From an optimization exercise on the open Yosys and OpenROAD flow, aimed at small area; shortcuts taken in it are not production practice. RTL that was checked went through simulation tests only; none was proved equivalent to the original. For runs 1 to 3, only the layout was checked, not whether the RTL still works. Power and IR drop assume default switching activity. The clock port is modelled as an ideal driver; clocking choices that lean on that would not hold on a real chip.

==> design/flow/design.v <==
module imps_core (
    input  wire        clk,
    input  wire        rst,
    input  wire [31:0] cfg_ninstr,
    input  wire [31:0] cfg_entry,
    input  wire [15:0] cfg_memsize,
    output wire        imem_req,
    output wire [31:0] imem_addr,
    input  wire        imem_ready,
    input  wire [31:0] imem_rdata,
    output wire        dmem_req,
    output wire        dmem_we,
    output wire [3:0]  dmem_be,
    output wire [15:0] dmem_addr,
    output wire [31:0] dmem_wdata,
    input  wire        dmem_ready,
    input  wire [31:0] dmem_rdata,
    output wire        sys_req,
    output wire [31:0] sys_num,
    output wire [31:0] sys_a0,
    output wire [31:0] sys_a1,
    output wire [31:0] sys_a2,
    input  wire        sys_ack,
    input  wire        sys_wr,
    input  wire [31:0] sys_ret,
    input  wire        sys_fault,
    input  wire [31:0] sys_fault_addr,
    output wire        ret_valid,
    output wire [31:0] ret_pc,
    output wire        ret_we,
    output wire [4:0]  ret_rd,
    output wire [31:0] ret_wdata,
    output reg  [1:0]  status,
    output reg  [2:0]  fault_code,
    output wire [31:0] fault_info,
    output wire [2:0]  fault_width,
    output wire [31:0] pc_out
);
    localparam [1:0] ST_RUN = 2'd0, ST_EXIT = 2'd1, ST_FAULT = 2'd2;
    localparam [2:0] F_ADDR = 3'd2, F_OVF = 3'd3, F_UNK = 3'd4,
                     F_SYS  = 3'd5, F_FETCH = 3'd6;
    localparam [4:0]
        S_CLR    = 5'd0,    
        S_PCINC  = 5'd1,    
        S_OVF    = 5'd2,    
        S_FETCH  = 5'd3,    
        S_DEC    = 5'd4,    
        S_ALIGN  = 5'd5,    
        S_EXEC   = 5'd6,    
        S_WB2    = 5'd7,    
        S_MULP   = 5'd8,    
        S_SDATA  = 5'd9,    
        S_SROT   = 5'd10,   
        S_MREQ   = 5'd11,   
        S_MDATA  = 5'd12,   
        S_LHOLD  = 5'd13,   
        S_LROT   = 5'd14,   
        S_LWB    = 5'd15,   
        S_SYSREQ = 5'd16,   
        S_SYSW   = 5'd17,   
        S_SYSWB  = 5'd18,   
        S_WAITPC = 5'd19,   
        S_HALT   = 5'd20;
    localparam [4:0]
        C_ADDU = 5'd0,  C_ADD  = 5'd1,  C_ADDIU = 5'd2,  C_ADDI = 5'd3,
        C_ORI  = 5'd4,  C_LUI  = 5'd5,  C_SLT   = 5'd6,  C_MUL  = 5'd7,
        C_CLZ  = 5'd8,  C_CLO  = 5'd9,  C_BEQ   = 5'd10, C_BNE  = 5'd11,
        C_SYS  = 5'd12, C_UNK  = 5'd13,
        C_LB   = 5'd16, C_LH   = 5'd17, C_LW    = 5'd18,
        C_SB   = 5'd20, C_SH   = 5'd21, C_SW    = 5'd22;
    reg  [4:0]  state;
    reg  [4:0]  ph;
    reg  [31:0] R;
    reg  [31:0] PC;
    reg  [15:0] A;
    reg  [4:0]  cls;
    reg  [4:0]  rs_r, rt_r, dst;
    reg  [31*32-1:0] rfv;    
    reg         c;           
    reg         bw;          
    reg         ge;          
    reg         bad;         
    reg         flag;        
    reg         sgn;         
    reg         syswr;
    reg  [5:0]  cnt;         
    reg  [3:0]  dl;          
    reg  [2:0]  ad;          
    reg  [2:0]  mc;          
    reg  [3:0]  dg, dn;      
    reg  [2:0]  capidx;
    wire p0   = (ph == 5'd0);
    wire p31  = (ph == 5'd31);
    wire lo16 = ~ph[4];
    wire k_mem   = cls[4];
    wire k_store = cls[4] & cls[2];
    wire k_load  = cls[4] & ~cls[2];
    wire w1      = k_mem & (cls[1:0] == 2'd0);
    wire w2      = k_mem & (cls[1:0] == 2'd1);
    wire w4      = k_mem & (cls[1:0] == 2'd2);
    wire k_simple = (cls == C_ADDU) | (cls == C_ADD) | (cls == C_ADDIU) |
                    (cls == C_ADDI) | (cls == C_ORI) | (cls == C_LUI);
    wire k_wb2   = (cls == C_SLT) | (cls == C_CLZ) | (cls == C_CLO);
    wire k_br    = (cls == C_BEQ) | (cls == C_BNE);
    wire k_ovfck = ((cls == C_ADD) | (cls == C_ADDI)) & (dst != 5'd0);
    wire k_useb  = (cls == C_ADDU) | (cls == C_ADD) | (cls == C_SLT);
    wire k_sub   = (cls == C_SLT);
    wire [31:0] q0;
    assign q0[0] = 1'b0;
    genvar gi;
    generate
        for (gi = 1; gi < 32; gi = gi + 1) begin : g_q0
            assign q0[gi] = rfv[32*(gi-1)];
        end
    endgenerate
    wire abit = q0[rs_r];
    wire bbit = q0[rt_r];
    wire [31:0] x2r = rfv[32*1 +: 32];
    wire [31:0] v31 = {x2r[0], x2r[31:1]};
    wire sys_exit  = (v31 == 32'd10);
    wire sys_valid = (v31 == 32'd1) || (v31 == 32'd4) || (v31 == 32'd11) ||
                     (v31 == 32'd12) || (v31 == 32'd13) || (v31 == 32'd14) ||
                     (v31 == 32'd15) || (v31 == 32'd16);
    wire ibit = lo16 ? R[0] : ((cls == C_ORI) ? 1'b0 : sgn);
    wire opb  = k_useb ? (bbit ^ k_sub) : ibit;
    wire cin  = p0 ? k_sub : c;
    wire sum  = abit ^ opb ^ cin;
    wire cout = (abit & opb) | (abit & cin) | (opb & cin);
    wire ovf_now  = (abit == opb) & (sum != abit);
    wire less_now = (abit != bbit) ? abit : sum;
    reg  res_exec;
    always @(*) begin
        case (cls)
            C_ORI:        res_exec = abit | ibit;
            C_LUI:        res_exec = lo16 ? 1'b0 : A[0];
            C_MUL:        res_exec = 1'b0;
            C_BEQ, C_BNE: res_exec = R[0];
            C_SYS:        res_exec = abit;
            default:      res_exec = sum;
        endcase
    end
    wire kbit    = (ph == 5'd16) | (ph == 5'd28);
    wire bw_in   = p0 ? 1'b0 : bw;
    wire off_bit = sum ^ kbit ^ bw_in;
    wire bw_nx   = (~sum & kbit) | (~(sum ^ kbit) & bw_in);
    wire xbit    = sum | (p0 & ~w1) | ((ph == 5'd1) & w4);
    wire sbit    = cfg_memsize[ph[3:0]];
    wire ge_in   = p0 ? 1'b1 : ge;
    wire ge_mem  = lo16 ? ((xbit != sbit) ? xbit : ge_in) : ge;
    wire bad_nx  = (p0 ? 1'b0 : bad) | (p0 & ~w1 & sum) | ((ph == 5'd1) & w4 & sum) |
                   (~lo16 & off_bit);
    wire memfault = bad_nx | bw_nx | ge_mem;
    wire dl3 = dl[3] & (ph[4:2] != 3'd0);
    wire ad0 = ad[0] & ~p0;
    wire ad1 = ad[1] & (ph[4:1] != 4'd0);
    wire ad2 = ad[2] & (ph > 5'd2);
    wire [3:0] mx = {3'd0, dl3} + {3'd0, dg[0] & abit} + {3'd0, dg[1] & ad0} +
                    {3'd0, dg[2] & ad1} + {3'd0, dg[3] & ad2} + {1'b0, p0 ? 3'd0 : mc};
    wire mres = mx[0];
    wire mul_last = (capidx == 3'd7);
    wire taken   = ((cls == C_BNE) & flag) | ((cls == C_BEQ) & ~flag);
    wire addend  = taken ? ibit : p0;
    wire pcin_c  = p0 ? 1'b0 : c;
    wire pcsum   = PC[0] ^ addend ^ pcin_c;
    wire pccout  = (PC[0] & addend) | (PC[0] & pcin_c) | (addend & pcin_c);
    wire pcbit   = (state == S_CLR) ? cfg_entry[ph] :
                   (state == S_OVF) ? PC[0] : pcsum;
    wire nbit    = cfg_ninstr[ph];
    wire ge_pc   = (pcbit != nbit) ? pcbit : ge_in;
    wire ld_in   = w4 | (w2 & lo16) | (w1 & (ph[4:3] == 2'd0));
    wire ldbit   = ld_in ? R[0] : sgn;
    wire [1:0] lane = w1 ? A[1:0] : w2 ? {A[1], 1'b0} : 2'd0;
    wire at_lane = (ph[2:0] == 3'd0) & (ph[4:3] == (2'd0 - lane));
    reg rin;
    always @(*) begin
        case (state)
            S_CLR, S_PCINC, S_OVF: rin = pcbit;
            S_EXEC:  rin = res_exec;
            S_WB2:   rin = cnt[0];
            S_MULP:  rin = mres;
            S_SDATA: rin = bbit;
            S_LWB:   rin = ldbit;
            default: rin = R[0];
        endcase
    end
    wire wen = ((state == S_EXEC) & k_simple) | (state == S_WB2) |
               ((state == S_MULP) & mul_last) | (state == S_LWB) |
               ((state == S_SYSWB) & syswr);
    wire clr = (state == S_CLR);
    wire hold4 = (state == S_SYSREQ) | (state == S_SYSW);
    integer i;
    always @(posedge clk) begin
        for (i = 1; i < 32; i = i + 1) begin
            if (!(hold4 && (i == 2 || i == 4 || i == 5 || i == 6)))
                rfv[32*(i-1) +: 32] <= {clr ? 1'b0 : (wen && dst == i) ? rin : rfv[32*(i-1)],
                                         rfv[32*(i-1)+1 +: 31]};
        end
    end
    wire r_shift = (state == S_CLR) | (state == S_PCINC) | (state == S_OVF) |
                   (state == S_EXEC) | (state == S_WB2) | (state == S_MULP) |
                   (state == S_SDATA) | (state == S_LWB) | (state == S_SYSWB) |
                   (state == S_LROT) | (state == S_FETCH) |
                   ((state == S_SROT) & ~at_lane) | ((state == S_LHOLD) & at_lane);
    always @(posedge clk) begin
        if (state == S_DEC)
            R <= imem_rdata;
        else if (state == S_MDATA)
            R <= dmem_rdata;
        else if (state == S_SYSREQ && sys_ack)
            R <= sys_fault ? sys_fault_addr : sys_ret;
        else if (r_shift)
            R <= {rin, R[31:1]};
    end
    wire pc_shift = (state == S_CLR) | (state == S_PCINC) | (state == S_OVF);
    always @(posedge clk)
        if (pc_shift)
            PC <= {pcbit, PC[31:1]};
    always @(posedge clk)
        if ((state == S_EXEC) && (lo16 || cls == C_LUI))
            A <= {sum, A[15:1]};
    wire [5:0] d_op = imem_rdata[31:26];
    wire [5:0] d_fn = imem_rdata[5:0];
    reg  [4:0] d_cls;
    always @(*) begin
        d_cls = C_UNK;
        case (d_op)
            6'h00: case (d_fn)
                       6'h20: d_cls = C_ADD;
                       6'h21: d_cls = C_ADDU;
                       6'h2A: d_cls = C_SLT;
                       6'h0C: d_cls = C_SYS;
                       default: d_cls = C_UNK;
                   endcase
            6'h1C: case (d_fn)
                       6'h02: d_cls = C_MUL;
                       6'h20: d_cls = C_CLZ;
                       6'h21: d_cls = C_CLO;
                       default: d_cls = C_UNK;
                   endcase
            6'h08: d_cls = C_ADDI;
            6'h09: d_cls = C_ADDIU;
            6'h0D: d_cls = C_ORI;
            6'h0F: d_cls = C_LUI;
            6'h04: d_cls = C_BEQ;
            6'h05: d_cls = C_BNE;
            6'h20: d_cls = C_LB;
            6'h21: d_cls = C_LH;
            6'h23: d_cls = C_LW;
            6'h28: d_cls = C_SB;
            6'h29: d_cls = C_SH;
            6'h2B: d_cls = C_SW;
            default: d_cls = C_UNK;
        endcase
    end
    wire d_rtype = (d_op == 6'h00) | (d_op == 6'h1C);
    always @(posedge clk) begin
        if (rst) begin
            ph     <= 5'd0;
            state  <= S_CLR;
            status <= ST_RUN;
        end else begin
            ph <= ph + 5'd1;
            case (state)
                S_CLR, S_PCINC: begin
                    c  <= pccout;
                    ge <= ge_pc;
                    if (ph == 5'd15) sgn <= R[0];
                    if (p31) begin
                        if (ge_pc) begin
                            state      <= S_HALT;
                            status     <= ST_FAULT;
                            fault_code <= F_FETCH;
                        end else
                            state <= S_FETCH;
                    end
                end
                S_OVF: begin
                    if (p31) begin
                        state      <= S_HALT;
                        status     <= ST_FAULT;
                        fault_code <= F_OVF;
                    end
                end
                S_FETCH: begin
                    if (imem_ready) state <= S_DEC;
                end
                S_DEC: begin
                    cls    <= d_cls;
                    rs_r   <= (d_cls == C_SYS) ? 5'd2 : (d_cls == C_LUI) ? 5'd0 : imem_rdata[25:21];
                    rt_r   <= imem_rdata[20:16];
                    dst    <= (d_cls == C_SYS) ? 5'd2 : d_rtype ? imem_rdata[15:11] : imem_rdata[20:16];
                    capidx <= 3'd7;
                    if (d_cls == C_UNK) begin
                        state      <= S_HALT;
                        status     <= ST_FAULT;
                        fault_code <= F_UNK;
                    end else
                        state <= S_ALIGN;
                end
                S_ALIGN: begin
                    if (p31) begin
                        if (cls == C_SYS) begin
                            if (sys_exit) begin
                                state  <= S_HALT;
                                status <= ST_EXIT;
                            end else if (sys_valid)
                                state <= S_SYSREQ;
                            else
                                state <= S_EXEC;
                        end else
                            state <= S_EXEC;
                    end
                end
                S_EXEC: begin
                    c <= cout;
                    if (ph == 5'd15) sgn <= R[0];
                    if (k_br)
                        flag <= (p0 ? 1'b0 : flag) | (abit ^ bbit);
                    bw  <= bw_nx;
                    ge  <= ge_mem;
                    bad <= bad_nx;
                    if ((cls == C_CLZ || cls == C_CLO) && (abit ^ (cls == C_CLO)))
                        cnt <= {1'b0, ~ph};
                    else if (p0)
                        cnt <= 6'd32;
                    if (p31 && cls == C_SLT)
                        cnt <= {5'd0, less_now};
                    ad <= {ad[1:0], abit};
                    if (ph[4:2] == capidx) dn <= {bbit, dn[3:1]};
                    if (p31) begin
                        dg     <= (ph[4:2] == capidx) ? {bbit, dn[3:1]} : dn;
                        capidx <= capidx - 3'd1;
                    end
                    if (p31) begin
                        if (k_simple)
                            state <= (k_ovfck && ovf_now) ? S_OVF : S_PCINC;
                        else if (k_wb2)
                            state <= S_WB2;
                        else if (k_br)
                            state <= S_PCINC;
                        else if (cls == C_MUL)
                            state <= S_MULP;
                        else if (k_mem) begin
                            if (memfault) begin
                                state      <= S_HALT;
                                status     <= ST_FAULT;
                                fault_code <= F_ADDR;
                            end else
                                state <= k_store ? S_SDATA : S_MREQ;
                        end else begin
                            state      <= S_HALT;
                            status     <= ST_FAULT;
                            fault_code <= F_SYS;
                        end
                    end
                end
                S_WB2: begin
                    cnt <= {1'b0, cnt[5:1]};
                    if (p31) state <= S_PCINC;
                end
                S_MULP: begin
                    mc <= mx[3:1];
                    ad <= {ad[1:0], abit};
                    dl <= {dl[2:0], R[0]};
                    if (ph[4:2] == capidx) dn <= {bbit, dn[3:1]};
                    if (p31) begin
                        dg     <= (ph[4:2] == capidx) ? {bbit, dn[3:1]} : dn;
                        capidx <= capidx - 3'd1;
                        if (mul_last) state <= S_PCINC;
                    end
                end
                S_SDATA: begin
                    if (p31) state <= S_SROT;
                end
                S_SROT: begin
                    if (at_lane) state <= S_MREQ;
                end
                S_MREQ: begin
                    if (dmem_ready) state <= k_store ? S_WAITPC : S_MDATA;
                end
                S_MDATA: state <= S_LHOLD;
                S_LHOLD: begin
                    if (at_lane) state <= S_LROT;
                end
                S_LROT: begin
                    if (p31) state <= S_LWB;
                end
                S_LWB: begin
                    if (w1 ? (ph == 5'd7) : (ph == 5'd15)) sgn <= R[0];
                    if (p31) state <= S_PCINC;
                end
                S_SYSREQ: begin
                    if (sys_ack) begin
                        syswr <= sys_wr;
                        if (sys_fault) begin
                            state      <= S_HALT;
                            status     <= ST_FAULT;
                            fault_code <= F_ADDR;
                        end else
                            state <= S_SYSW;
                    end
                end
                S_SYSW: begin
                    if (p31) state <= S_SYSWB;
                end
                S_SYSWB: begin
                    if (p31) state <= S_PCINC;
                end
                S_WAITPC: begin
                    if (p31) state <= S_PCINC;
                end
                default: ;
            endcase
        end
    end
    assign imem_req   = (state == S_FETCH);
    assign imem_addr  = PC;
    assign dmem_req   = (state == S_MREQ);
    assign dmem_we    = k_store;
    assign dmem_addr  = A;
    assign dmem_wdata = R;
    assign dmem_be    = w4 ? 4'b1111 :
                        w2 ? (A[1] ? 4'b1100 : 4'b0011) :
                        (4'b0001 << A[1:0]);
    assign sys_req    = (state == S_SYSREQ);
    assign sys_num    = rfv[32*1 +: 32];
    assign sys_a0     = rfv[32*3 +: 32];
    assign sys_a1     = rfv[32*4 +: 32];
    assign sys_a2     = rfv[32*5 +: 32];
    assign ret_valid  = (state == S_PCINC) & p0;
    assign ret_pc     = PC;
    assign ret_we     = (k_simple | k_wb2 | (cls == C_MUL) | k_load | ((cls == C_SYS) & syswr)) &
                        (dst != 5'd0);
    assign ret_rd     = dst;
    assign ret_wdata  = R;
    assign fault_info  = R;
    assign fault_width = (w2 ? 3'd2 : w4 ? 3'd4 : 3'd1);
    assign pc_out      = PC;
endmodule
==> design/flow/run.sh <==
#!/bin/bash
# synth_recipe.tcl (not shown) runs the flow's synth.tcl, then flattens the netlist and writes it again
# the make line also repeats each setting of config.mk as NAME=value (left out here)
make -C /OpenROAD-flow-scripts/flow DESIGN_CONFIG=/design/flow/config.mk WORK_HOME=/design/flow/orfs CLKGATE_MAP_FILE= SYNTH_SCRIPT=/design/flow/synth_recipe.tcl finish
==> design/flow/config.mk <==
export PLATFORM = sky130hd
export DESIGN_NAME = imps_core
export DESIGN_NICKNAME = imps_core
export VERILOG_FILES = /design/flow/design.v
export SDC_FILE = /design/flow/constraint.sdc
export NUM_CORES = 4
export LEC_CHECK = 0
export CAP_MARGIN = 20
export CORE_MARGIN = 2
export CORE_UTILIZATION = 40
export PLACE_DENSITY = 0.6
export SLEW_MARGIN = 20
==> design/flow/constraint.sdc <==
create_clock -name core_clock -period 13.0 [get_ports {clk}]
set_input_delay 2.6000 -clock core_clock [delete_from_list [all_inputs] [get_ports {clk}]]
set_output_delay 2.6000 -clock core_clock [all_outputs]
set_load 0.01 [all_outputs]
==> metrics.yaml, run 1 <==
initialDrtViolationCount: 1168
firstDrtPassIters: 5
yosysWarnings: 1
cts_tree: "done"
fillers: 6998
track_usage_pct: 17.7
htree_levels: 3
p_leak_nw: 16.1
criticalPathCategory: "flip-flop to flip-flop"
clk-insertion-delay-late_ps: 660
clk_pin_slew_worst_paths_ps: 70
finClkSkew_ps: 43.6
drive_gt1_share_pct: 8.83
end_kind: "flip-flop"
route.antenna.remaining_nets: 0
cts_sinks: 1141
post-cts-setup-buffer-count: 0
placed_cell_area_mm2: 0.0387
die_h_um: 294
design.core.area_mm2: 0.0836
synth_area_leaders: "dfxtp_1 52%, edfxtp_1 24%, buf_4 5.8%"
dieArea_mm2: 0.0866
syn_area_mm2: 0.0337
fin_area_mm2: 0.0424
boundaryPins: 574
antenna_found_initial: 0
final_common_cell: "dfxtp_1"
cp-start-kind: "flip-flop"
fin_hold_ws_ps: 298
areaGrowthSynthToFinish_pct: 25.7
viasPerCell: 4.77
grt_pass1_vias: 18400
min_period_ps: 5830
cts_buffer_depth: 3
yosysSeqAreaShare_pct: 75.6
drv_slew: 0
drv_cap: 0
reg2regPathDepth: 17
cp.required_ps: 13520
finalPower_mw: 9.76
postCtsHoldBufs: 0
final_hold_viol_count: 0
synth_edf_count: 265
drc: 0
hold_path_class: "flip-flop to flip-flop"
grt_pass1_wl_um: 117000
syn_nets: 2588
netlist_instances: 2354
die_width_um: 294
period_share_pct: 44.8
drt-total-wl_um: 78400
p_per_area_mw_per_mm2: 230
status: "timing/DRC/antenna clean"
cts_buffers: 106
nets: 2956
setup_viol: 0
place.port_buffers: 573
async_flop_share_pct: 0
avgSynthCellArea_um2: 14.3
start_util_pct: 40.3
ir_worst_vdd_uv: 130
dpl.hpwl_um: 55300
slew_headroom_pct: 27.6
yosys.area.top_type: "dfxtp_1"
instances_no_fill: 3891
worst_pin_slew_ps: 1070
via_count: 18600
num_rows: 106
clockRootBuffer: "clkbuf_16"
synth_seq_cells: 1141
post-place-cells: 3694
synthFlopType: "dfxtp_1"
max_freq_mhz: 172
rsz0062_at_grt: "false"
crit_path_max_fanout: 10
gp_congestion: 0.890
wl_per_cell_um: 20.2
fin_tns_setup_ps: 0
grt_overflow_total: 0
holdPathStages: 0
grt_max_degree: 86
synth_top_area_share_pct: 52.0
crit_arrival_ps: 6350
synth.distinct_cells: 82
cts_resized: 0
final_cell_mix: "874 x dfxtp_1, 572 x clkdlybuf4s50_1, 265 x edfxtp_1"
-- critical path, stage by stage, from the launching register on --
cell and delay [ps]:
edfxtp_1 720, mux4_2 590, mux4_2 470, nand2_1 70
o21ai_1 220, nor4_1 250, a21oi_1 70, nor2_1 120
a211oi_1 90, fa_1 860, inv_1 160, fa_1 560
nand2b_1 50, a221o_1 370, a211oi_1 520, a41o_1 230
o21ai_0 100, a22o_1 240
-- sequential cells by signal, indices dropped and copies added, names as in the netlist, 3 cells and up --
name	count
cnt	6
rs_r	5
rfv	992
fault_code	3
ph	5
ad	3
R	32
PC	32
capidx	3
state	5
dn	4
mc	3
dst	5
A	16
dl	4
rt_r	5
cls	5
dg	4
-- synthesized netlist by cell type, types with 7 or more instances --
| cell | instances |
|---|---|
| and3_1 | 11 |
| dfxtp_1 | 876 |
| nand2_1 | 82 |
| mux2i_1 | 117 |
| buf_2 | 10 |
| edfxtp_1 | 265 |
| nor2b_1 | 22 |
| a21oi_1 | 109 |
| a22oi_1 | 10 |
| nand2b_1 | 18 |
| nand3_1 | 26 |
| buf_1 | 8 |
| nor2_1 | 109 |
| nor3_1 | 23 |
| o21ai_0 | 47 |
| nand4_1 | 9 |
| ha_1 | 13 |
| a311oi_1 | 31 |
| clkbuf_1 | 56 |
| inv_1 | 29 |
| a211oi_1 | 39 |
| nand3b_1 | 8 |
| nor4_1 | 15 |
| mux4_2 | 15 |
| buf_4 | 261 |
| and2_1 | 16 |
| xnor2_1 | 11 |
| or3_1 | 7 |
-- final cells by class --
type	count	area [um2]	share of cell area (%)
sequential	1141	25500	60.1
timing repair buffer	598	5920	14.0
multi-input combinational	845	5870	13.8
clock buffer	136	3010	7.10
tap	1080	1350	3.19
clock inverter	60	631	1.49
inverter	30	113	0.266
antenna	1	2.50	0.00590
-- worst paths after layout --
path | from | to | slack, ps
worst max-delay path | rt_r[1] | state[2] | 7170
worst min-delay path | rfv[318] | rfv[317] | 300
worst max register to register | rt_r[1] | state[2] | 7170
worst min register to register | rfv[318] | rfv[317] | 300
-- per-stage QoR --
step / setup slack [ps] / util (%)
floorplan: 8320 / -
global placement: 7210 / 46.4
detailed placement: 7160 / 46.4
CTS: 7260 / 50.7
global route: 6970 / 50.7
finish: 7170 / 50.7
-- layer usage --
layer	share of wire (%)	GRT usage [%]
met1	45	24.4
met2	46	28.5
met3	6.5	3.57
met4	2.2	4.82
met5	0	0
-- where the power goes --
part	switching [mW]	internal [mW]
Combinational	1.00	1.10
Clock	1.32	1.80
Sequential	0.378	4.16
Total	2.71	7.06
-- cell families (layout without fill, tap and decap cells) --
logic type / after synthesis / count (layout) / synth area share, %
compound gates: 306 / 306 / 6.01
xor+xnor: 13 / 13 / 0.338
fa+ha+maj: 21 / 21 / 0.902
buf+inv: 368 / 824 / 7.11
flops: 1141 / 1141 / 75.6
mux: 134 / 134 / 4.54
other cells: 0 / 1 / 0
simple gates: 371 / 371 / 5.48
==> run 2, diff against run 1 <==
--- a/design/flow/config.mk
+++ b/design/flow/config.mk
@@ -8,5 +8,8 @@
 export CAP_MARGIN = 20
 export CORE_MARGIN = 2
 export CORE_UTILIZATION = 40
+export CTS_BUF_LIST = sky130_fd_sc_hd__clkbuf_16
+export CTS_CLUSTER_DIAMETER = 100
+export CTS_CLUSTER_SIZE = 30
 export PLACE_DENSITY = 0.6
 export SLEW_MARGIN = 20
==> run 2 against run 1 <==
  * Non-clock buffer count did not move
  * Final area fell by 5.1%
  * Largest power group unchanged
  * Critical endpoint unchanged
  * First-iteration DRC count fell by 3.7%
  * Setup slack improved by 22 ps
  * Sequential power barely moved
  * Clock-buffer cell count fell by 87
==> metrics.yaml, run 2 <==
synth_seq_cells: 1141  # unchanged
syn_nets: 2588  # unchanged
hold_path_class: "flip-flop to flip-flop"
clockRootBuffer: "clkbuf_16"
drc: 0  # unchanged
fillers: 7225  # +3.2%
crit_arrival_ps: 6310  # -40 ps
synthFlopType: "dfxtp_1"
holdPathStages: 0  # unchanged
criticalPathCategory: "flip-flop to flip-flop"
min_from: "rfv[500]"
cts_resized: 0  # unchanged
p_leak_nw: 15.0  # -6.4%
place.port_buffers: 573  # unchanged
firstDrtPassIters: 6  # +1
drive_gt1_share_pct: 4.79  # -4.0 points
design.core.area_mm2: 0.0836  # unchanged
post-cts-setup-buffer-count: 0  # unchanged
die_width_um: 294  # unchanged
nets: 2898  # -2.0%
placed_cell_area_mm2: 0.0387  # unchanged
final_common_cell: "dfxtp_1"
grt_max_degree: 86  # unchanged
drt-total-wl_um: 76700  # -2.2%
crit_chain: "mux4_2 > mux4_2 > nand2_1 > o21ai_1 > nor4_1 > a21oi_1 > nor2_1 > a211oi_1 > fa_1 > inv_1 > fa_1 > nand2b_1 > a221o_1 > a211oi_1 > a41o_1 > o21ai_0 > a22o_1"
ir_worst_vdd_uv: 138  # +6.8%
die_h_um: 294  # unchanged
finClkSkew_ps: 29.9  # -13.7 ps
boundaryPins: 574  # unchanged
reg2reg_slack_ps: 7200  # +20 ps
final_cell_mix: "874 x dfxtp_1, 572 x clkdlybuf4s50_1, 265 x edfxtp_1"
reg2regPathDepth: 17  # unchanged
fin_area_mm2: 0.0402  # -5.1%
route.antenna.remaining_nets: 0  # unchanged
synth_edf_count: 265  # unchanged
clk-insertion-delay-late_ps: 620  # -40 ps
antenna_found_initial: 0  # unchanged
grt_pass1_wl_um: 114000  # -2.5%
r2r_start: "rt_r[1]"
final_hold_viol_count: 0  # unchanged
min_period_ps: 5800  # -21.6 ps
setup_viol: 0  # unchanged
synth.distinct_cells: 82  # unchanged
slowest_stage: "fa_1"
clk_pin_slew_worst_paths_ps: 110  # +40 ps
num_antenna_cells: 0  # -1
cts_tree: "done"
synth_area_leaders: "dfxtp_1 52%, edfxtp_1 24%, buf_4 5.8%"
top_regs: "rfv (992), PC (32), R (32)"
worst_pin_slew_ps: 1120  # +51.4 ps
cp_top_family: "compound AO/OA/AOI/OAI gates"
cp.buffers_inverters: 1  # unchanged
dieArea_mm2: 0.0866  # unchanged
cts_sinks: 1141  # unchanged
yosysWarnings: 1  # unchanged
yosysSeqAreaShare_pct: 75.6  # unchanged
synth_top_area_share_pct: 52.0  # unchanged
grt_overflow_total: 0  # unchanged
slew_headroom_pct: 24.1  # -3.5 points
viasPerCell: 4.78  # +0.24%
r2r_end: "state[2]"
avgSynthCellArea_um2: 14.3  # unchanged
register_area_mm2: 0.0255  # unchanged
cts_buffers: 48  # -55%
critPathMaxStageDelay_ps: 850  # about the same
max_freq_mhz: 172  # +0.37%
async_flop_share_pct: 0  # unchanged
gp_congestion: 0.890  # unchanged
htree_levels: 2  # -1
via_count: 18000  # -2.9%
start_util_pct: 40.3  # unchanged
holdPathEnd: "rfv[499]"
dpl.hpwl_um: 55300  # unchanged
drv_cap: 0  # unchanged
largest-register: "rfv"
cp.required_ps: 13510  # about the same
num_rows: 106  # unchanged
track_usage_pct: 17.3  # -0.45 points
netlist_instances: 2354  # unchanged
postCtsHoldBufs: 0  # unchanged
fin_tns_setup_ps: 0  # unchanged
drv_slew: 0  # unchanged
largest_reg_flops: 992  # unchanged
cp-start-kind: "flip-flop"
fin_hold_ws_ps: 319  # +20.8 ps
cts_buffer_depth: 3  # unchanged
yosys.area.top_type: "dfxtp_1"
syn_area_mm2: 0.0337  # unchanged
grt_pass1_vias: 17700  # -3.8%
multi_input_area_mm2: 0.00587  # unchanged
initialDrtViolationCount: 1125  # -3.7%
p_per_area_mw_per_mm2: 209  # -9.1%
wl_per_cell_um: 20.3  # +0.94%
status: "timing/DRC/antenna clean"
crit_path_max_fanout: 10  # unchanged
period_share_pct: 44.6  # -0.17 points
synth_common_cells: "876 x dfxtp_1, 265 x edfxtp_1, 261 x buf_4"
areaGrowthSynthToFinish_pct: 19.3
yosysMostFrequentCell: "dfxtp_1"
end_kind: "flip-flop"
rsz0062_at_grt: "false"
finalPower_mw: 8.42  # -14%
[run 2: routing by layer]
layer / vias up / track usage [%] / part of all wire [%]
met1: 8838 / 24.2 / 46
met2: 604 / 28.2 / 46
met3: 85 / 2.76 / 5.8
li1: 8499 / - / -
met5: - / 0 / 0
met4: 0 / 4.04 / 1.9
[run 2: power by group]
part	switching (mW)	leakage (nW)	internal (mW)	total (mW)
sequential	0.377	9.79	4.15	4.53
combinational	1.01	4.46	1.10	2.10
clock	1.06	0.782	0.723	1.79
[run 2: final cells by class]
type	instances	area share, %
multi-input combinational	845	14.6
sequential	1141	63.4
timing repair buffer	598	14.7
inverter	30	0.280
tap	1080	3.36
clock inverter	28	0.625
clock buffer	49	3.05
[run 2: worst max path at each step]
stage              startpoint            end  slack, ps  depth (start not counted)
6_report              rt_r[1]       state[2]       7200                         17
5_1_grt               rt_r[1]  fault_code[2]       6950                         17
4_1_cts               rt_r[1]  fault_code[2]       7250                         17
3_5_place_dp   imem_rdata[27]  fault_code[2]       7160                          8
3_3_place_gp    imem_rdata[2]        rs_r[2]       7210                          8
2_1_floorplan             rst         cls[0]       8320                          2
[run 2: kinds of logic after synthesis]
group | synth area share (%)
AOI/OAI and AO/OA | 6.01
xor gates and xnor gates | 0.338
adders and majority gates | 0.902
buffers and inverters | 7.11
DFF | 75.6
muxes | 4.54
and+or+nand+nor | 5.48
[run 2: stage by stage]
| step | utilization (%) | setup WS (ps) | cells |
|---|---|---|---|
| finish | 48.1 | 7200 | 3771 |
| global placement | 46.4 | 7210 | 3694 |
| global route | 48.1 | 6950 | 3771 |
| CTS | 48.1 | 7250 | 3771 |
| detailed placement | 46.4 | 7160 | 3694 |
| floorplan | - | 8320 | 2354 |
==> run 3, diff against run 2 <==
--- a/design/flow/config.mk
+++ b/design/flow/config.mk
@@ -8,8 +8,8 @@
 export CAP_MARGIN = 20
 export CORE_MARGIN = 2
 export CORE_UTILIZATION = 40
-export CTS_BUF_LIST = sky130_fd_sc_hd__clkbuf_16
-export CTS_CLUSTER_DIAMETER = 100
-export CTS_CLUSTER_SIZE = 30
+export CTS_BUF_LIST = sky130_fd_sc_hd__clkbuf_8
+export CTS_CLUSTER_DIAMETER = 40
+export CTS_CLUSTER_SIZE = 12
 export PLACE_DENSITY = 0.6
 export SLEW_MARGIN = 20
==> run 3 against run 2 <==
  * Die area unchanged
  * Setup slack got worse by 6.5 ps
  * Total power increased by 8.4%
  * Sequential power about the same
  * Largest power group unchanged
  * Register-to-register slack about the same
  * Maximum frequency decreased by 0.11%
  * Highest routed layer unchanged
  * Non-clock buffer count unchanged
  * First-iteration DRC count increased by 6.6%
  * Via count increased by 3.8%
==> metrics.yaml, run 3 <==
status: "timing/DRC/antenna clean"
synth_top_area_share_pct: 52.0  # unchanged
yosys.area.top_type: "dfxtp_1"
rsz0062_at_grt: "false"
avgSynthCellArea_um2: 14.3  # unchanged
synthMuxAreaShare_pct: 4.54  # unchanged
p_per_area_mw_per_mm2: 220  # +5.1%
slowest_stage: "fa_1"
yosysSeqAreaShare_pct: 75.6  # unchanged
die_h_um: 294  # unchanged
yosys.area_share.adder_pct: 0.902  # unchanged
crit_path_max_fanout: 10  # unchanged
synth_xor_area_share_pct: 0.338  # unchanged
drive_gt1_share_pct: 9.48  # +4.7 points
largest_reg_flops: 992  # unchanged
netlist_instances: 2354  # unchanged
fin_area_mm2: 0.0415  # +3.2%
cp.required_ps: 13650  # +140 ps
largest-register: "rfv"
cts_buffer_depth: 3  # unchanged
route.antenna.remaining_nets: 0  # unchanged
cts_resized: 0  # unchanged
period_share_pct: 44.7  # +0.050 points
crit_start: "rt_r[1]"
antenna_found_initial: 0  # unchanged
clk_pin_slew_worst_paths_ps: 70  # -40 ps
viasPerCell: 4.78  # about the same
setup_viol: 0  # unchanged
syn_area_mm2: 0.0337  # unchanged
reg2regPathDepth: 17  # unchanged
reg2reg_slack_ps: 7190  # about the same
crit_end: "state[2]"
max_freq_mhz: 172  # -0.11%
yosys.area_share.simple_pct: 5.48  # unchanged
post-route-util_pct: 49.7  # +1.5 points
fillers: 7132  # -1.3%
synth_area_leaders: "dfxtp_1 52%, edfxtp_1 24%, buf_4 5.8%"
wl_per_cell_um: 20.1  # -1.2%
drc: 0  # unchanged
yosysWarnings: 1  # unchanged
initialDrtViolationCount: 1199  # +6.6%
cp.buffers_inverters: 1  # unchanged
postCtsHoldBufs: 0  # unchanged
criticalPathCategory: "flip-flop to flip-flop"
final_cell_mix: "874 x dfxtp_1, 572 x clkdlybuf4s50_1, 265 x edfxtp_1"
synth_seq_cells: 1141  # unchanged
worst_pin_slew_ps: 1080  # -42.2 ps
synthFlopType: "dfxtp_1"
crit_chain: "mux4_2 > mux4_2 > nand2_1 > o21ai_1 > nor4_1 > a21oi_1 > nor2_1 > a211oi_1 > fa_1 > inv_1 > fa_1 > nand2b_1 > a221o_1 > a211oi_1 > a41o_1 > o21ai_0 > a22o_1"
grt_pass1_wl_um: 117000  # +2.7%
synth_edf_count: 265  # unchanged
gp_congestion: 0.890  # unchanged
design.core.area_mm2: 0.0836  # unchanged
cts_sinks: 1141  # unchanged
via_count: 18700  # +3.8%
areaGrowthSynthToFinish_pct: 23.1
clk-insertion-delay-late_ps: 790  # +170 ps
synth_top_family_by_area: "buffers and inverters"
finClkSkew_ps: 38.0  # +8.14 ps
placed_cell_area_mm2: 0.0387  # unchanged
clockRootBuffer: "clkbuf_8"
r2r_end: "state[2]"
cts_buffers: 140  # +190%
grt_pass1_vias: 18700  # +5.6%
num_rows: 106  # unchanged
final_common_cell: "dfxtp_1"
cp_top_family: "compound AO/OA/AOI/OAI gates"
grt_overflow_total: 0  # unchanged
htree_levels: 4  # +2
place.port_buffers: 573  # unchanged
nets: 2990  # +3.2%
drt-total-wl_um: 78700  # +2.6%
post-cts-setup-buffer-count: 0  # unchanged
track_usage_pct: 17.9  # +0.65 points
cp-start-kind: "flip-flop"
cts_tree: "done"
synth_common_cells: "876 x dfxtp_1, 265 x edfxtp_1, 261 x buf_4"
dieArea_mm2: 0.0866  # unchanged
synth.distinct_cells: 82  # unchanged
boundaryPins: 574  # unchanged
drv_slew: 0  # unchanged
die_width_um: 294  # unchanged
num_antenna_cells: 0  # unchanged
dpl.hpwl_um: 55300  # unchanged
min_period_ps: 5810  # +6.50 ps
top_regs: "rfv (992), PC (32), R (32)"
drv_cap: 0  # unchanged
r2r_start: "rt_r[1]"
async_flop_share_pct: 0  # unchanged
firstDrtPassIters: 5  # -1
critPathMaxStageDelay_ps: 850  # about the same
p_leak_nw: 15.7  # +4.6%
min_from: "rfv[13]"
ir_worst_vdd_uv: 120  # -13%
crit_arrival_ps: 6460  # +150 ps
fin_tns_setup_ps: 0  # unchanged
slew_headroom_pct: 26.9  # +2.8 points
end_kind: "flip-flop"
syn_nets: 2588  # unchanged
yosysMostFrequentCell: "dfxtp_1"
hold_path_class: "flip-flop to flip-flop"
grt_max_degree: 86  # unchanged
final_hold_viol_count: 0  # unchanged
start_util_pct: 40.3  # unchanged
synth_compound_area_share_pct: 6.01  # unchanged
critical_path_cell_count: 17  # unchanged
[run 3: report_power, final]
| part | internal [mW] | switching [mW] |
|---|---|---|
| clock network | 1.20 | 1.28 |
| logic | 1.10 | 1.01 |
| registers | 4.15 | 0.381 |
[run 3: cells by family (layout without fill, tap and decap cells)]
family	after synthesis	after routing
flops	1141	1141
simple gates	371	371
buf+inv	368	852
compound gates	306	306
mux	134	134
fa+ha+maj	21	21
xor+xnor	13	13
[run 3: metrics by stage]
stage	setup slack [ps]	instances	hold WS [ps]	total power, mW
6_report	7190	3918	294	9.13
5_1_grt	6970	3918	299	9.53
4_1_cts	7130	3918	286	9.24
3_5_place_dp	7160	3694	312	6.72
3_3_place_gp	7210	3694	310	6.71
2_1_floorplan	8320	2354	310	5.75
[run 3: worst min-delay path by stage]
stage	to	slack, ps	depth (start not counted)
after floorplan	rfv[0]	310	0
after CTS	rfv[12]	290	0
final	rfv[12]	290	0
after detailed placement	rfv[517]	310	0
after global routing	rfv[774]	300	0
after global placement	rfv[350]	310	0
[run 3: final cells by class]
| type | instances | area [um2] | area share, % |
|---|---|---|---|
| Inverter | 30 | 113 | 0.271 |
| Timing Repair Buffer | 598 | 5920 | 14.3 |
| Sequential cell | 1141 | 25500 | 61.4 |
| Clock buffer | 145 | 2000 | 4.81 |
| Multi-Input combinational cell | 845 | 5870 | 14.1 |
| Tap cell | 1080 | 1350 | 3.26 |
| Clock inverter | 79 | 756 | 1.82 |
[run 3: per-layer routing]
metal / wire, um / share of wire [%] / GRT usage [%] / up-vias
met5: 0 / 0 / 0 / -
li1: - / - / - / 8740
met3: 5330 / 6.8 / 4.10 / 126
met2: 36300 / 46 / 28.5 / 721
met4: 1640 / 2.1 / 5.95 / 0
met1: 35500 / 45 / 24.1 / 9126
==> run 4, diff against run 3 <==
--- a/design/flow/design.v
+++ b/design/flow/design.v
@@ -40,27 +40,31 @@
     localparam [2:0] F_ADDR = 3'd2, F_OVF = 3'd3, F_UNK = 3'd4,
                      F_SYS  = 3'd5, F_FETCH = 3'd6;
     localparam [4:0]
-        S_CLR    = 5'd0,    
-        S_PCINC  = 5'd1,    
-        S_OVF    = 5'd2,    
-        S_FETCH  = 5'd3,    
-        S_DEC    = 5'd4,    
-        S_ALIGN  = 5'd5,    
-        S_EXEC   = 5'd6,    
-        S_WB2    = 5'd7,    
-        S_MULP   = 5'd8,    
-        S_SDATA  = 5'd9,    
-        S_SROT   = 5'd10,   
-        S_MREQ   = 5'd11,   
-        S_MDATA  = 5'd12,   
-        S_LHOLD  = 5'd13,   
-        S_LROT   = 5'd14,   
-        S_LWB    = 5'd15,   
-        S_SYSREQ = 5'd16,   
-        S_SYSW   = 5'd17,   
-        S_SYSWB  = 5'd18,   
-        S_WAITPC = 5'd19,   
-        S_HALT   = 5'd20;
+        S_EXEC   = 5'b10000,   
+        S_WB2    = 5'b10001,   
+        S_MULP   = 5'b10010,   
+        S_SDATA  = 5'b10011,   
+        S_LWB    = 5'b10100,   
+        S_LROT   = 5'b10101,   
+        S_FETCH  = 5'b10110,   
+        S_WAITPC = 5'b10111,   
+        S_CLR    = 5'b11000,   
+        S_PCINC  = 5'b11001,   
+        S_OVF    = 5'b11010,   
+        S_HALT   = 5'b00000,
+        S_DEC    = 5'b00001,   
+        S_ALIGN  = 5'b00010,   
+        S_SROT   = 5'b00011,   
+        S_MREQ   = 5'b00100,   
+        S_MDATA  = 5'b00101,   
+        S_LHOLD  = 5'b00110,   
+        S_SYSREQ = 5'b01000,   
+        S_SYSW   = 5'b01001;   
+    wire st_pcp   = state[4] & state[3];                   
+    wire st_clr   = st_pcp & ~state[1] & ~state[0];
+    wire st_pcinc = st_pcp & state[0];
+    wire st_ovf   = st_pcp & state[1];
+    wire st_exec  = (state == S_EXEC);
     localparam [4:0]
         C_ADDU = 5'd0,  C_ADD  = 5'd1,  C_ADDIU = 5'd2,  C_ADDI = 5'd3,
         C_ORI  = 5'd4,  C_LUI  = 5'd5,  C_SLT   = 5'd6,  C_MUL  = 5'd7,
@@ -84,7 +88,6 @@
     reg         sgn;         
     reg         syswr;
     reg  [5:0]  cnt;         
-    reg  [3:0]  dl;          
     reg  [2:0]  ad;          
     reg  [2:0]  mc;          
     reg  [3:0]  dg, dn;      
@@ -150,7 +153,7 @@
     wire bad_nx  = (p0 ? 1'b0 : bad) | (p0 & ~w1 & sum) | ((ph == 5'd1) & w4 & sum) |
                    (~lo16 & off_bit);
     wire memfault = bad_nx | bw_nx | ge_mem;
-    wire dl3 = dl[3] & (ph[4:2] != 3'd0);
+    wire dl3 = A[12] & (ph[4:2] != 3'd0);
     wire ad0 = ad[0] & ~p0;
     wire ad1 = ad[1] & (ph[4:1] != 4'd0);
     wire ad2 = ad[2] & (ph > 5'd2);
@@ -163,18 +166,18 @@
     wire pcin_c  = p0 ? 1'b0 : c;
     wire pcsum   = PC[0] ^ addend ^ pcin_c;
     wire pccout  = (PC[0] & addend) | (PC[0] & pcin_c) | (addend & pcin_c);
-    wire pcbit   = (state == S_CLR) ? cfg_entry[ph] :
-                   (state == S_OVF) ? PC[0] : pcsum;
+    wire pcbit   = st_clr ? cfg_entry[ph] : st_ovf ? PC[0] : pcsum;
     wire nbit    = cfg_ninstr[ph];
     wire ge_pc   = (pcbit != nbit) ? pcbit : ge_in;
     wire ld_in   = w4 | (w2 & lo16) | (w1 & (ph[4:3] == 2'd0));
     wire ldbit   = ld_in ? R[0] : sgn;
     wire [1:0] lane = w1 ? A[1:0] : w2 ? {A[1], 1'b0} : 2'd0;
     wire at_lane = (ph[2:0] == 3'd0) & (ph[4:3] == (2'd0 - lane));
+    wire lane0n  = (lane != 2'd0);
     reg rin;
     always @(*) begin
         case (state)
-            S_CLR, S_PCINC, S_OVF: rin = pcbit;
+            S_OVF:   rin = PC[0];
             S_EXEC:  rin = res_exec;
             S_WB2:   rin = cnt[0];
             S_MULP:  rin = mres;
@@ -183,24 +186,25 @@
             default: rin = R[0];
         endcase
     end
-    wire wen = ((state == S_EXEC) & k_simple) | (state == S_WB2) |
+    wire wen = (st_exec & k_simple) | (state == S_WB2) |
                ((state == S_MULP) & mul_last) | (state == S_LWB) |
-               ((state == S_SYSWB) & syswr);
-    wire clr = (state == S_CLR);
-    wire hold4 = (state == S_SYSREQ) | (state == S_SYSW);
+               (st_pcinc & (cls == C_SYS) & syswr);
+    wire clr = st_clr;
+    wire hold4 = ~state[4] & state[3];
+    wire [3:0] dhi  = clr ? 4'hF : (4'b0001 << dst[4:3]);
+    wire [7:0] dlo  = clr ? 8'hFF : (8'b00000001 << dst[2:0]);
+    wire       wact = wen | clr;
+    wire       wbit = rin & ~clr;
     integer i;
     always @(posedge clk) begin
         for (i = 1; i < 32; i = i + 1) begin
-            if (!(hold4 && (i == 2 || i == 4 || i == 5 || i == 6)))
-                rfv[32*(i-1) +: 32] <= {clr ? 1'b0 : (wen && dst == i) ? rin : rfv[32*(i-1)],
+            if (!(hold4 && (i == 4 || i == 5 || i == 6)))
+                rfv[32*(i-1) +: 32] <= {(wact & dhi[i >> 3] & dlo[i & 7]) ? wbit : rfv[32*(i-1)],
                                          rfv[32*(i-1)+1 +: 31]};
         end
     end
-    wire r_shift = (state == S_CLR) | (state == S_PCINC) | (state == S_OVF) |
-                   (state == S_EXEC) | (state == S_WB2) | (state == S_MULP) |
-                   (state == S_SDATA) | (state == S_LWB) | (state == S_SYSWB) |
-                   (state == S_LROT) | (state == S_FETCH) |
-                   ((state == S_SROT) & ~at_lane) | ((state == S_LHOLD) & at_lane);
+    wire r_shift = state[4] |
+                   ((state == S_SROT) & ~at_lane) | ((state == S_LHOLD) & at_lane & lane0n);
     always @(posedge clk) begin
         if (state == S_DEC)
             R <= imem_rdata;
@@ -211,12 +215,14 @@
         else if (r_shift)
             R <= {rin, R[31:1]};
     end
-    wire pc_shift = (state == S_CLR) | (state == S_PCINC) | (state == S_OVF);
+    wire pc_shift = st_pcp;
     always @(posedge clk)
         if (pc_shift)
             PC <= {pcbit, PC[31:1]};
     always @(posedge clk)
-        if ((state == S_EXEC) && (lo16 || cls == C_LUI))
+        if (state == S_MULP)
+            A <= {R[0], A[15:1]};
+        else if ((state == S_EXEC) && (lo16 || cls == C_LUI))
             A <= {sum, A[15:1]};
     wire [5:0] d_op = imem_rdata[31:26];
     wire [5:0] d_fn = imem_rdata[5:0];
@@ -267,8 +273,7 @@
                     if (ph == 5'd15) sgn <= R[0];
                     if (p31) begin
                         if (ge_pc) begin
-                            state      <= S_HALT;
-                            status     <= ST_FAULT;
+                            state      <= S_OVF;
                             fault_code <= F_FETCH;
                         end else
                             state <= S_FETCH;
@@ -276,9 +281,8 @@
                 end
                 S_OVF: begin
                     if (p31) begin
-                        state      <= S_HALT;
-                        status     <= ST_FAULT;
-                        fault_code <= F_OVF;
+                        state  <= S_HALT;
+                        status <= ST_FAULT;
                     end
                 end
                 S_FETCH: begin
@@ -298,18 +302,7 @@
                         state <= S_ALIGN;
                 end
                 S_ALIGN: begin
-                    if (p31) begin
-                        if (cls == C_SYS) begin
-                            if (sys_exit) begin
-                                state  <= S_HALT;
-                                status <= ST_EXIT;
-                            end else if (sys_valid)
-                                state <= S_SYSREQ;
-                            else
-                                state <= S_EXEC;
-                        end else
-                            state <= S_EXEC;
-                    end
+                    if (p31) state <= S_EXEC;
                 end
                 S_EXEC: begin
                     c <= cout;
@@ -332,9 +325,10 @@
                         capidx <= capidx - 3'd1;
                     end
                     if (p31) begin
-                        if (k_simple)
-                            state <= (k_ovfck && ovf_now) ? S_OVF : S_PCINC;
-                        else if (k_wb2)
+                        if (k_simple) begin
+                            state      <= (k_ovfck && ovf_now) ? S_OVF : S_PCINC;
+                            fault_code <= F_OVF;
+                        end else if (k_wb2)
                             state <= S_WB2;
                         else if (k_br)
                             state <= S_PCINC;
@@ -347,6 +341,11 @@
                                 fault_code <= F_ADDR;
                             end else
                                 state <= k_store ? S_SDATA : S_MREQ;
+                        end else if (sys_exit) begin
+                            state  <= S_HALT;
+                            status <= ST_EXIT;
+                        end else if (sys_valid) begin
+                            state <= S_SYSREQ;
                         end else begin
                             state      <= S_HALT;
                             status     <= ST_FAULT;
@@ -361,7 +360,6 @@
                 S_MULP: begin
                     mc <= mx[3:1];
                     ad <= {ad[1:0], abit};
-                    dl <= {dl[2:0], R[0]};
                     if (ph[4:2] == capidx) dn <= {bbit, dn[3:1]};
                     if (p31) begin
                         dg     <= (ph[4:2] == capidx) ? {bbit, dn[3:1]} : dn;
@@ -380,7 +378,7 @@
                 end
                 S_MDATA: state <= S_LHOLD;
                 S_LHOLD: begin
-                    if (at_lane) state <= S_LROT;
+                    if (lane0n ? at_lane : p31) state <= lane0n ? S_LROT : S_LWB;
                 end
                 S_LROT: begin
                     if (p31) state <= S_LWB;
@@ -401,9 +399,6 @@
                     end
                 end
                 S_SYSW: begin
-                    if (p31) state <= S_SYSWB;
-                end
-                S_SYSWB: begin
                     if (p31) state <= S_PCINC;
                 end
                 S_WAITPC: begin
@@ -423,11 +418,11 @@
                         w2 ? (A[1] ? 4'b1100 : 4'b0011) :
                         (4'b0001 << A[1:0]);
     assign sys_req    = (state == S_SYSREQ);
-    assign sys_num    = rfv[32*1 +: 32];
+    assign sys_num    = R;
     assign sys_a0     = rfv[32*3 +: 32];
     assign sys_a1     = rfv[32*4 +: 32];
     assign sys_a2     = rfv[32*5 +: 32];
-    assign ret_valid  = (state == S_PCINC) & p0;
+    assign ret_valid  = st_pcinc & p0;
     assign ret_pc     = PC;
     assign ret_we     = (k_simple | k_wb2 | (cls == C_MUL) | k_load | ((cls == C_SYS) & syswr)) &
                         (dst != 5'd0);
==> design/flow/flow/run.sh (new file) <==
#!/bin/bash
# Layout flow: the standard ORFS flow (standard.sh: unchanged synthesis,
# floorplan, power grid, placement, CTS, routing) with two layout choices:
#  - the buffers buffer_ports puts on every input and output port are the
#    platform's smallest buffer cell instead of the default choice;
set -euo pipefail
export BUFFER_PORTS_ARGS="-buffer_cell sky130_fd_sc_hd__buf_1"
export CTS_ARGS="-sink_clustering_enable -repair_clock_nets -sink_clustering_size 36 -sink_clustering_max_diameter 80 -buf_list sky130_fd_sc_hd__clkbuf_16 -dont_use_dummy_load"
bash standard.sh > standard_flow.log 2>&1
==> design/flow/standard.sh (new file) <==
#!/bin/bash
# synth_recipe.tcl (not shown) runs the flow's synth.tcl, then flattens the netlist and writes it again
# the make line also repeats each setting of config.mk as NAME=value (left out here)
make -C /OpenROAD-flow-scripts/flow DESIGN_CONFIG=/design/flow/config.mk WORK_HOME=/design/flow/orfs CLKGATE_MAP_FILE= SYNTH_SCRIPT=/design/flow/synth_recipe.tcl "${@:-finish}"
==> design/flow/config.mk (replaced) <==
export PLATFORM = sky130hd
export DESIGN_NAME = imps_core
export DESIGN_NICKNAME = imps_core
export VERILOG_FILES = /design/flow/design.v
export SDC_FILE = /design/flow/constraint.sdc
export NUM_CORES = 4
export LEC_CHECK = 0
export CAP_MARGIN = 20
export CORE_MARGIN = 2
export CORE_UTILIZATION = 65
export CTS_BUF_LIST = sky130_fd_sc_hd__clkbuf_16
export CTS_CLUSTER_DIAMETER = 100
export CTS_CLUSTER_SIZE = 30
export PLACE_DENSITY = 0.8
export SLEW_MARGIN = 20
removed: design/flow/run.sh
==> run 4 against run 3 <==
  * Still clean on timing, DRC and antenna
  * Via count decreased by 1.5%
  * Clock-buffer cell count decreased by 104
  * Synthesized cell count decreased by 0.34%
  * Total power decreased by 2.0%
  * Register-to-register slack improved by 440 ps
  * First-iteration DRC count increased by 60%
  * Sequential share of layout area increased by 9.6 points
  * Combinational power decreased by 15%
  * Sequential power increased by 24%
  * Global-route usage increased by 10 points
  * Worst hold slack got worse by 15 ps
  * Largest power group unchanged
==> metrics.yaml, run 4 <==
crit_arrival_ps: 5720  # -740 ps
yosysSeqAreaShare_pct: 75.3  # -0.33 points
clk_pin_slew_worst_paths_ps: 120  # +50 ps
fin_tns_setup_ps: 0  # unchanged
post-place-cells: 3270  # -11%
final_cell_mix: "907 x dfxtp_1, 572 x buf_1, 229 x edfxtp_1"
boundaryPins: 574  # unchanged
setup_viol: 0  # unchanged
drt-total-wl_um: 76900  # -2.3%
die_width_um: 230  # -22%
design.core.area_mm2: 0.0504  # -40%
largest_reg_flops: 992  # unchanged
num_rows: 82  # -23%
period_share_pct: 41.3  # -3.4 points
initialDrtViolationCount: 1917  # +60%
yosysMostFrequentCell: "dfxtp_1"
instances_no_fill: 3315  # -15%
crit_chain: "mux4_1 > and4b_1 > a41oi_1 > and4_1 > inv_1 > nand2_1 > fa_1 > fa_1 > inv_1 > ha_1 > nand3b_1 > a21oi_1 > a311oi_1 > o311ai_0 > o31ai_4 > buf_4 > o41ai_1"
syn_nets: 2581  # -0.27%
htree_levels: 2  # -2
yosysWarnings: 1  # unchanged
drv_cap: 0  # unchanged
dieArea_mm2: 0.0530  # -39%
cp.buffers_inverters: 3  # +2
finClkSkew_ps: 72.0  # +34.0 ps
min_period_ps: 5370  # -442 ps
max_freq_mhz: 186  # +8.2%
final_common_cell: "dfxtp_1"
rsz0062_at_grt: "false"
slew_headroom_pct: 28.9  # +2.0 points
synthFlopType: "dfxtp_1"
crit_path_max_fanout: 32  # +22
firstDrtPassIters: 6  # +1
fin_area_mm2: 0.0353  # -15%
viasPerCell: 5.56  # +16%
cp.required_ps: 13350  # -300 ps
avgSynthCellArea_um2: 14.2  # -0.97%
netlist_instances: 2346  # -0.34%
worst_pin_slew_ps: 1070  # -14.1 ps
status: "timing/DRC/antenna clean"
route.antenna.remaining_nets: 0  # unchanged
track_usage_pct: 28.2  # +10 points
drv_slew: 0  # unchanged
place.port_buffers: 573  # unchanged
clockRootBuffer: "clkbuf_16"
synth.distinct_cells: 74  # -9.8%
top_regs: "rfv (992), PC (32), R (32)"
cts_buffer_depth: 3  # unchanged
criticalPathCategory: "flip-flop to flip-flop"
gp_congestion: 0.986  # +11%
nets: 2876  # -3.8%
placed_cell_area_mm2: 0.0342  # -12%
pre_cts_slack_ps: 7640  # +477 ps
via_count: 18400  # -1.5%
grt_pass1_wl_um: 111000  # -4.7%
dpl.hpwl_um: 55100  # -0.29%
clk-insertion-delay-late_ps: 620  # -170 ps
antenna_found_initial: 6  # +6
start_util_pct: 66.1  # +26 points
end_kind: "flip-flop"
synth_common_cells: "908 x dfxtp_1, 257 x buf_4, 229 x edfxtp_1"
slowest_stage: "edfxtp_1"
syn_area_mm2: 0.0333  # -1.3%
hold_path_class: "flip-flop to flip-flop"
largest-register: "rfv"
final_hold_viol_count: 0  # unchanged
async_flop_share_pct: 0  # unchanged
worst_slack_ps: 7630  # +442 ps
synth_seq_cells: 1137  # -0.35%
grt_pass1_vias: 17800  # -4.6%
cts_sinks: 1137  # -0.35%
wl_per_cell_um: 23.2  # +16%
cp_top_family: "compound AO/OA/AOI/OAI gates"
areaGrowthSynthToFinish_pct: 5.95
synth_edf_count: 229  # -14%
post-route-util_pct: 70.0  # +20 points
cp-start-kind: "flip-flop"
cts_tree: "done"
p_per_area_mw_per_mm2: 254  # +15%
synth_area_leaders: "dfxtp_1 55%, edfxtp_1 21%, buf_4 5.8%"
synth_top_area_share_pct: 54.6  # +2.6 points
cts_resized: 0  # unchanged
critPathMaxStageDelay_ps: 670  # -180 ps
drc: 0  # unchanged
post-cts-setup-buffer-count: 0  # unchanged
grt_max_degree: 86  # unchanged
cts_buffers: 41  # -71%
drive_gt1_share_pct: 4.96  # -4.5 points
p_leak_nw: 13.2  # -16%
ir_worst_vdd_uv: 191  # +59%
yosys.area.top_type: "dfxtp_1"
die_h_um: 230  # -22%
grt_overflow_total: 0  # unchanged
postCtsHoldBufs: 0  # unchanged
==> run 4: cell types whose count changed after synthesis, moves of 12 or more <==
cell      previous run  this run
o21ai_0             47        89
a22oi_1             10        22
nor2_1             109        95
mux2i_1            117        63
a21oi_1            109        57
edfxtp_1           265       229
inv_1               29        42
o41ai_1              2        28
dfxtp_1            876       908
a211oi_1            39        22
a311oi_1            31         6
nand2_1             82       102
==> run 4: power by group <==
group          switching (mW)  internal, mW
Sequential              0.648          4.96
Clock                   0.958         0.574
Combinational            1.24         0.554
Total                    2.85          6.09
==> run 4: final timing paths <==
path	startpoint	endpoint	slack, ps	cells after the start
hold reg to reg	rfv[309]	rfv[308]	280	0
hold / removal	rfv[309]	rfv[308]	280	0
setup / recovery	rs_r[1]	rfv[159]	7630	17
setup reg to reg	rs_r[1]	rfv[159]	7630	17
==> run 4: routing by layer <==
metal / GRT usage (%) / vias to the layer above / wire length (um)
met5: 0 / - / 13
met4: 7.54 / 2 / 1930
met3: 6.77 / 112 / 7090
met2: 45.3 / 903 / 36400
met1: 38.8 / 9019 / 31500
li1: - / 8402 / -
==> run 4: area by class of cell <==
| cell class | instances | area [um2] |
|---|---|---|
| Fill cell | 3393 | 15100 |
| Clock buffer | 41 | 1030 |
| Antenna cell | 4 | 10.0 |
| Multi-Input combinational cell | 819 | 5810 |
| Tap cell | 672 | 841 |
| Timing Repair Buffer | 599 | 2350 |
| Sequential cell | 1137 | 25100 |
| Inverter | 43 | 161 |
==> run 4: cell families (layout without fill, tap and decap cells) <==
| logic type | after synthesis | in the layout | share of synthesized area, % |
|---|---|---|---|
| flip-flops | 1137 | 1137 | 75.3 |
| AND/OR/NAND/NOR | 360 | 360 | 5.35 |
| AO/OA/AOI/OAI | 325 | 325 | 6.62 |
| adder cells (fa/ha/maj) | 22 | 22 | 0.948 |
| XOR/XNOR | 14 | 14 | 0.369 |
| other | 0 | 4 | 0 |
| multiplexers | 98 | 98 | 3.98 |
| buffers and inverters | 390 | 683 | 7.43 |
==> run 4: through the flow <==
stage	hold slack, ps	power [mW]
floorplan	310	6.95
global placement	310	7.32
CTS	277	8.96
detailed placement	312	7.43
global route	265	9.31
finish	279	8.94
==> run 5, diff against run 4 <==
==> design/flow/flow/run.sh (replaced) <==
#!/bin/bash
# Layout flow: the standard ORFS flow (standard.sh: unchanged synthesis,
# floorplan, power grid, placement, CTS, routing) with two layout choices:
#  - the buffers buffer_ports puts on every input and output port are the
#    platform's smallest buffer cell instead of the default choice;
set -euo pipefail
export BUFFER_PORTS_ARGS="-buffer_cell sky130_fd_sc_hd__buf_1"
export CTS_ARGS="-sink_clustering_enable -repair_clock_nets -sink_clustering_size 30 -sink_clustering_max_diameter 100 -buf_list sky130_fd_sc_hd__clkbuf_16 -dont_use_dummy_load"
bash standard.sh > standard_flow.log 2>&1
==> run 5 against run 4 <==
  * Still clean
  * Final area is 0.20% higher
  * First-iteration DRC count is 7.2% lower
  * Worst hold slack better by 35 ps
  * Non-clock buffer count stayed put
  * Clock power is 3% higher
==> metrics.yaml, run 5 <==
viasPerCell: 5.57  # about the same
slew_headroom_pct: 27.3  # -1.5 points
p_per_area_mw_per_mm2: 254  # +0.28%
cp_top_family: "adder cells"
cts_buffers: 44  # +7.3%
htree_levels: 2  # unchanged
grt_overflow_total: 0  # unchanged
dieArea_mm2: 0.0530  # unchanged
status: "timing/DRC/antenna clean"
grt_max_degree: 86  # unchanged
clk_pin_slew_worst_paths_ps: 110  # about the same
post-route-util_pct: 70.1  # +0.14 points
p_leak_nw: 13.3  # +0.28%
track_usage_pct: 28.2  # about the same
post-cts-setup-buffer-count: 0  # unchanged
setup_viol: 0  # unchanged
synth_top_family_by_area: "buffers and inverters"
firstDrtPassIters: 5  # -1
fillers: 3376  # -0.50%
drive_gt1_share_pct: 5.07  # +0.11 points
yosys.area_share.adder_pct: 0.948  # unchanged
netlist_instances: 2346  # unchanged
crit_arrival_ps: 5710  # about the same
top_regs: "rfv (992), PC (32), R (32)"
slowest_stage: "edfxtp_1"
synth_area_leaders: "dfxtp_1 55%, edfxtp_1 21%, buf_4 5.8%"
synth_xor_area_share_pct: 0.369  # unchanged
final_common_cell: "dfxtp_1"
synth_top_area_share_pct: 54.6  # unchanged
rsz0062_at_grt: "false"
postCtsHoldBufs: 0  # unchanged
worst_pin_slew_ps: 1080  # +14.8 ps
dpl.hpwl_um: 55100  # unchanged
initialDrtViolationCount: 1779  # -7.2%
design.core.area_mm2: 0.0504  # unchanged
cts_buffer_depth: 3  # unchanged
min_period_ps: 5390  # +24.8 ps
crit_chain: "mux4_1 > and4b_1 > a41oi_1 > and4_1 > inv_1 > nand2_1 > fa_1 > fa_1 > inv_1 > ha_1 > nand3b_1 > a21oi_1 > a311oi_1 > o311ai_0 > o31ai_4 > buf_4 > o41ai_1"
worst_slack_ps: 7610  # -24.8 ps
fin_tns_setup_ps: 0  # unchanged
max_freq_mhz: 185  # -0.46%
areaGrowthSynthToFinish_pct: 6.16
end_kind: "flip-flop"
critPathMaxStageDelay_ps: 670  # about the same
period_share_pct: 41.5  # +0.19 points
cts_sinks: 1137  # unchanged
yosys.area_share.simple_pct: 5.35  # unchanged
hold_path_class: "flip-flop to flip-flop"
criticalPathCategory: "flip-flop to flip-flop"
yosysWarnings: 1  # unchanged
synth_edf_count: 229  # unchanged
pre_cts_slack_ps: 7640  # unchanged
cp-start-kind: "flip-flop"
largest_reg_flops: 992  # unchanged
drt-total-wl_um: 76700  # -0.25%
synthFlopType: "dfxtp_1"
cts_resized: 0  # unchanged
wl_per_cell_um: 23.1  # -0.28%
yosysSeqAreaShare_pct: 75.3  # unchanged
num_rows: 82  # unchanged
drc: 0  # unchanged
synth.distinct_cells: 74  # unchanged
synthMuxAreaShare_pct: 3.98  # unchanged
yosys.area.top_type: "dfxtp_1"
route.antenna.remaining_nets: 0  # unchanged
boundaryPins: 574  # unchanged
final_cell_mix: "907 x dfxtp_1, 572 x buf_1, 229 x edfxtp_1"
die_h_um: 230  # unchanged
drv_cap: 0  # unchanged
die_width_um: 230  # unchanged
antenna_found_initial: 5  # -1
synth_seq_cells: 1137  # unchanged
syn_nets: 2581  # unchanged
avgSynthCellArea_um2: 14.2  # unchanged
grt_pass1_wl_um: 112000  # +0.38%
drv_slew: 0  # unchanged
start_util_pct: 66.1  # unchanged
via_count: 18500  # +0.11%
nets: 2879  # +0.10%
synth_compound_area_share_pct: 6.62  # unchanged
grt_pass1_vias: 17900  # +0.31%
final_hold_viol_count: 0  # unchanged
place.port_buffers: 573  # unchanged
synth_common_cells: "908 x dfxtp_1, 257 x buf_4, 229 x edfxtp_1"
syn_area_mm2: 0.0333  # unchanged
cp.required_ps: 13320  # -30 ps
crit_path_max_fanout: 32  # unchanged
gp_congestion: 0.986  # unchanged
finClkSkew_ps: 51.1  # -20.9 ps
yosysMostFrequentCell: "dfxtp_1"
clk-insertion-delay-late_ps: 610  # about the same
largest-register: "rfv"
cp.buffers_inverters: 3  # unchanged
cts_tree: "done"
clockRootBuffer: "clkbuf_16"
ir_worst_vdd_uv: 160  # -17%
async_flop_share_pct: 0  # unchanged
run 5: layout make-up:
type	count	area (um2)	area share (%)
Antenna cell	2	5.00	0.0142
Clock buffer	44	1100	3.12
Inverter	43	161	0.457
Multi-Input combinational cell	819	5810	16.5
Sequential cell	1137	25100	70.9
Tap cell	672	841	2.38
Timing Repair Buffer	599	2350	6.65
run 5: layer usage:
layer  part of all wire [%]  vias to the layer above  GRT usage [%]
met1                     42                     9036           39.4
met4                    2.2                        2           6.41
met3                    8.6                      111           6.56
met2                     47                      894           45.2
li1                       -                     8416              -
met5                  0.012                        -              0
run 5: power by group:
| group | internal [mW] | leakage (nW) | total, mW | switching (mW) |
|---|---|---|---|---|
| logic | 0.554 | 2.99 | 1.80 | 1.24 |
| clock network | 0.613 | 0.542 | 1.57 | 0.961 |
| registers | 4.97 | 9.74 | 5.61 | 0.647 |
| total | 6.13 | 13.3 | 8.98 | 2.85 |
run 5: path summary, 6_finish.rpt:
| check | startpoint | endpoint | slack (ps) | depth (start not counted) |
|---|---|---|---|---|
| hold reg to reg | rfv[892] | rfv[891] | 310 | 0 |
| setup reg to reg | rs_r[1] | rfv[159] | 7610 | 17 |
| hold / removal | rfv[892] | rfv[891] | 310 | 0 |
| setup / recovery | rs_r[1] | rfv[159] | 7610 | 17 |
run 5: logic make-up after synthesis:
logic type | Yosys count
mux | 98
simple gates | 360
flops | 1137
compound gates | 325
xor+xnor | 14
buf+inv | 390
fa+ha+maj | 22
run 5: through the flow:
stage	std cells	power [mW]	instance area (um2)	hold slack (ps)
after floorplan	2346	6.95	33300	310
after global placement	3270	7.32	34200	310
after detailed placement	3270	7.43	34200	312
after CTS	3314	9.00	35300	307
after global routing	3315	9.37	35300	303
final	3316	8.98	35300	313

## static timing again, ports no longer ideal
Ports are ideal in the flow. The routed layouts listed here were re-timed in OpenROAD.
Step 1, drivers: a clkbuf_16 drives clk and a buf_2 each remaining input, both assumed.
Step 2, shift: input delay + t, output delay - t, t = (earliest + latest rising clock arrival at the registers) / 2. This alone moves slack from input paths to output paths.
Three values: no drivers, after step 1, after step 2; two values: the first two.
| run | t, ns | setup slack, ns | worst hold slack (ns) | worst setup path at the end |
|---|---|---|---|---|
| run 1 | 0.697 | 7.175 / 7.175 / 7.108 | 0.298 / 0.298 / 0.298 | input to register |
| run 2 | 0.667 | 7.196 / 7.196 / 7.128 | 0.319 / 0.319 / 0.319 | input to register |
| run 3 | 0.826 | 7.190 / 7.190 / 7.088 | 0.294 / 0.294 / 0.294 | input to register |
| run 4 | 0.629 | 7.632 / 7.632 / 7.587 | 0.279 / 0.279 / 0.279 | input to register |
| run 5 | 0.629 | 7.607 / 7.580 / 7.563 | 0.313 / 0.313 / 0.313 | input to register |
After both steps setup and hold are still met in every run listed. The setup slack of run 3, which loses most, moves by 0.000 ns with the drivers and by -0.102 ns with both steps.
